Source: an optimization exercise on an open RTL-to-GDS flow (aim: small area, a short achievable clock period and few clock cycles). Production flows keep margins and buffers that such runs may drop. In this exercise RTL edits were held to simulation tests only and were not proved equivalent to the original. Power is estimated from default activity; no workload was simulated.

## JK
==> flow/design.v (excerpt) <==
module eac3lc (
    input  wire        clk,
    input  wire        rst,
    input  wire        host_req,
    input  wire        host_we,
    input  wire        host_buf,
    input  wire [7:0]  host_addr,
    input  wire [31:0] host_wdata,
    output reg  [31:0] host_rdata,
    output wire        busy
);
    localparam [31:0] ID_VALUE = 32'h4C433136;
    localparam [3:0] R_ID = 4'h0, R_CMD = 4'h1, R_STATUS = 4'h2, R_LEN = 4'h3,
                     R_ARG_A = 4'h4, R_ARG_B = 4'h5, R_ARG_C = 4'h6, R_RESULT = 4'h7,
                     R_FCOUNT = 4'h8, R_TRIM = 4'h9, R_CURSOR = 4'hA, R_CAP = 4'hB;
    localparam [3:0] O_OK = 4'h0, O_NO_SYNC = 4'h1, O_TRUNCATED = 4'h2, O_RESYNC_EXH = 4'h3,
                     O_NOT_FOUND = 4'h4, O_ILLEGAL = 4'h5;
    localparam [3:0] S_BT0  = 4'd0,     
                     S_BT1  = 4'd1,     
                     S_BT2  = 4'd2,     
                     S_CR1  = 4'd3,     
                     S_CRC  = 4'd4,     
                     S_SCAN = 4'd5,     
                     S_FJ   = 4'd6,     
                     S_STRM = 4'd7,     
  ...
Size in the first run: roughly 4600 cells after synthesis, roughly 950 flip-flops, roughly 78 I/O pins.
==> flow/config.mk <==
export PLATFORM = sky130hd
export DESIGN_NAME = eac3lc
export DESIGN_NICKNAME = eac3lc
export VERILOG_FILES = /design/flow/design.v
export SDC_FILE = /design/flow/constraint.sdc
export NUM_CORES = 4
export LEC_CHECK = 0
export CAP_MARGIN = 20
export CORE_MARGIN = 2
export CORE_UTILIZATION = 46
export CTS_CLUSTER_DIAMETER = 60
export CTS_CLUSTER_SIZE = 20
export PLACE_DENSITY = 0.56
export SLEW_MARGIN = 20
==> flow/constraint.sdc <==
create_clock -name core_clock -period 12.0 [get_ports {clk}]
set_input_delay 2.4000 -clock core_clock [delete_from_list [all_inputs] [get_ports {clk}]]
set_output_delay 2.4000 -clock core_clock [all_outputs]
set_load 0.01 [all_outputs]
standard.sh (not shown) runs the stock make flow with config.mk's settings and CLKGATE_MAP_FILE= SYNTH_SCRIPT=/design/flow/synth_recipe.tcl, a recipe that flattens the netlist after the stock synthesis.
==> flow/flow/run.sh <==
#!/bin/bash
# The standard layout, with the timing repair aiming 7.5 ns below the clock
# period and free to resize cells across footprints. Each step's full output
# stays in the ORFS logs under orfs/logs; make's own output goes to make.log.
set -euo pipefail
bash standard.sh SETUP_SLACK_MARGIN=7.5 MATCH_CELL_FOOTPRINT=0 finish > make.log 2>&1
Testbench counts of JK, summed over its fixed seeds: cycles 26,169.
[inputs] MS vs JK
==> flow/flow/run.sh <==
#!/bin/bash
# The standard layout, with the timing repair aiming 8.5 ns below the clock
# period and free to resize cells across footprints. Each step's full output
# stays in the ORFS logs under orfs/logs; make's own output goes to make.log.
set -euo pipefail
bash standard.sh SETUP_SLACK_MARGIN=8.5 MATCH_CELL_FOOTPRINT=0 finish > make.log 2>&1
### Flow results
Comparing MS against JK, there is no change at all in final max-slew violation count.
Where total design power is concerned, JK is better than MS.
met2 track utilization from global routing ends up higher on MS.
MS vs JK — count of multi-input combinational gates rose 0.50%.
The final reports for MS and JK show portion of total power attributed to the clock network lower in the former.
Summary: final hold slack, MS better than JK
On post-place instance area: between MS and JK, it ends up higher for MS.
MS -> JK: die area delta 0, exact match
[MS] final area rose about 16% relative to JK
Re total core area: no difference whatsoever between JK and MS.
The inputs of AL differ from those of MS as listed below.
Settings: changing CORE_UTILIZATION from 46 to 40; changing PLACE_DENSITY from 0.56 to 0.5.
==> flow/flow/run.sh <==
#!/bin/bash
# The standard layout, with the timing repair aiming 8 ns below the clock
# period and free to resize cells across footprints. Each step's full output
# stays in the ORFS logs under orfs/logs; make's own output goes to make.log.
set -euo pipefail
bash standard.sh SETUP_SLACK_MARGIN=8 MATCH_CELL_FOOTPRINT=0 finish > make.log 2>&1
## What came out
Diff MS -> AL: clock power share climbed 1.9 points; count of cells along the worst register-to-register path dropped 13%; count of instances resized after the clock tree is built dropped 448.
On sequential cell area share: AL sits above MS.
Of the two values seen for highest metal layer with signal wires, met4 was produced by MS and met5 by AL.
Comparing AL and MS, the lower fraction of power consumed by combinational cells was measured on AL.
Inputs modified between AL and TR:
Settings: changing PLACE_DENSITY from 0.5 to 0.56; changing CORE_UTILIZATION from 40 to 46.
--- outcome ---
- Comparing AL and TR, the higher initial antenna violation count was measured on AL.
- Cmp TR vs AL: number of global-route vias before repair lower in TR
- There was hardly any difference in register clock-pin slew on the reported worst setup and hold paths between AL and TR.
- In TR the first-pass GRT wire length turned out 11000 um lower than in AL.
- Between TR and AL, it is TR whose first-iteration detailed-routing DRC count is higher, by 243.
- Against AL, TR reports a minimum clock period that is lower.
- Per the comparison of TR with AL, worst path setup slack after routing increased by 13 ps relative to the old numbers; register-to-register slack now sits at about the same level.
- Between AL and TR, fraction of power consumed by the clock network is higher for TR, AL comes in under that.
- Compared with AL, largest net degree at the start of global routing in TR decreased by more than 10%.
#### Input delta (PW over TR)
Settings: swapping 0.56 for 0.6 in PLACE_DENSITY; swapping 46 for 50 in CORE_UTILIZATION.
Findings:
The final layout from PW, which completed every stage, passed the timing, design-rule and antenna checks at the end of the flow.
Of PW and TR, the run reporting the higher number of cells in the design after placement was TR.
NOTE overall power consumption TR->PW decreased by a few percent
Summary of PW over TR: data arrival time of the critical path increased 150 ps, post-route fraction of the period consumed by the critical path increased 1.2 points, total number of multi-input combinational cells essentially unchanged.
Fmax | PW vs TR | PW slower
PW: post-route minimum period is 140 ps higher than what TR reported.

## port drivers added, routing unchanged
Ports are ideal in the flow. The routed layouts listed here were re-timed in OpenROAD.
Step 1 assumes that a clkbuf_16 drives the clock port and a buf_2 every other input.
Step 2, shift: input delay + t, output delay - t, t = (earliest + latest rising clock arrival at the registers) / 2. This alone moves slack from input paths to output paths.
a / b / c = no drivers / after step 1 / after step 2; a / b = the first two.
run	t, ns	slack for setup (ns)	worst setup path after step 2
JK	0.777	7.449 / 7.490 / 6.713	input to register
MS	0.760	7.633 / 7.554 / 7.450	input to register
AL	0.780	7.656 / 7.656 / 7.140	input to register
TR	0.762	7.669 / 7.627 / 7.228	input to register
PW	0.752	7.526 / 7.526 / 7.267	input to register
After both steps every run listed still meets setup and hold. The setup slack of JK, which loses most, moves by +0.041 ns with the drivers and by -0.736 ns with both steps.
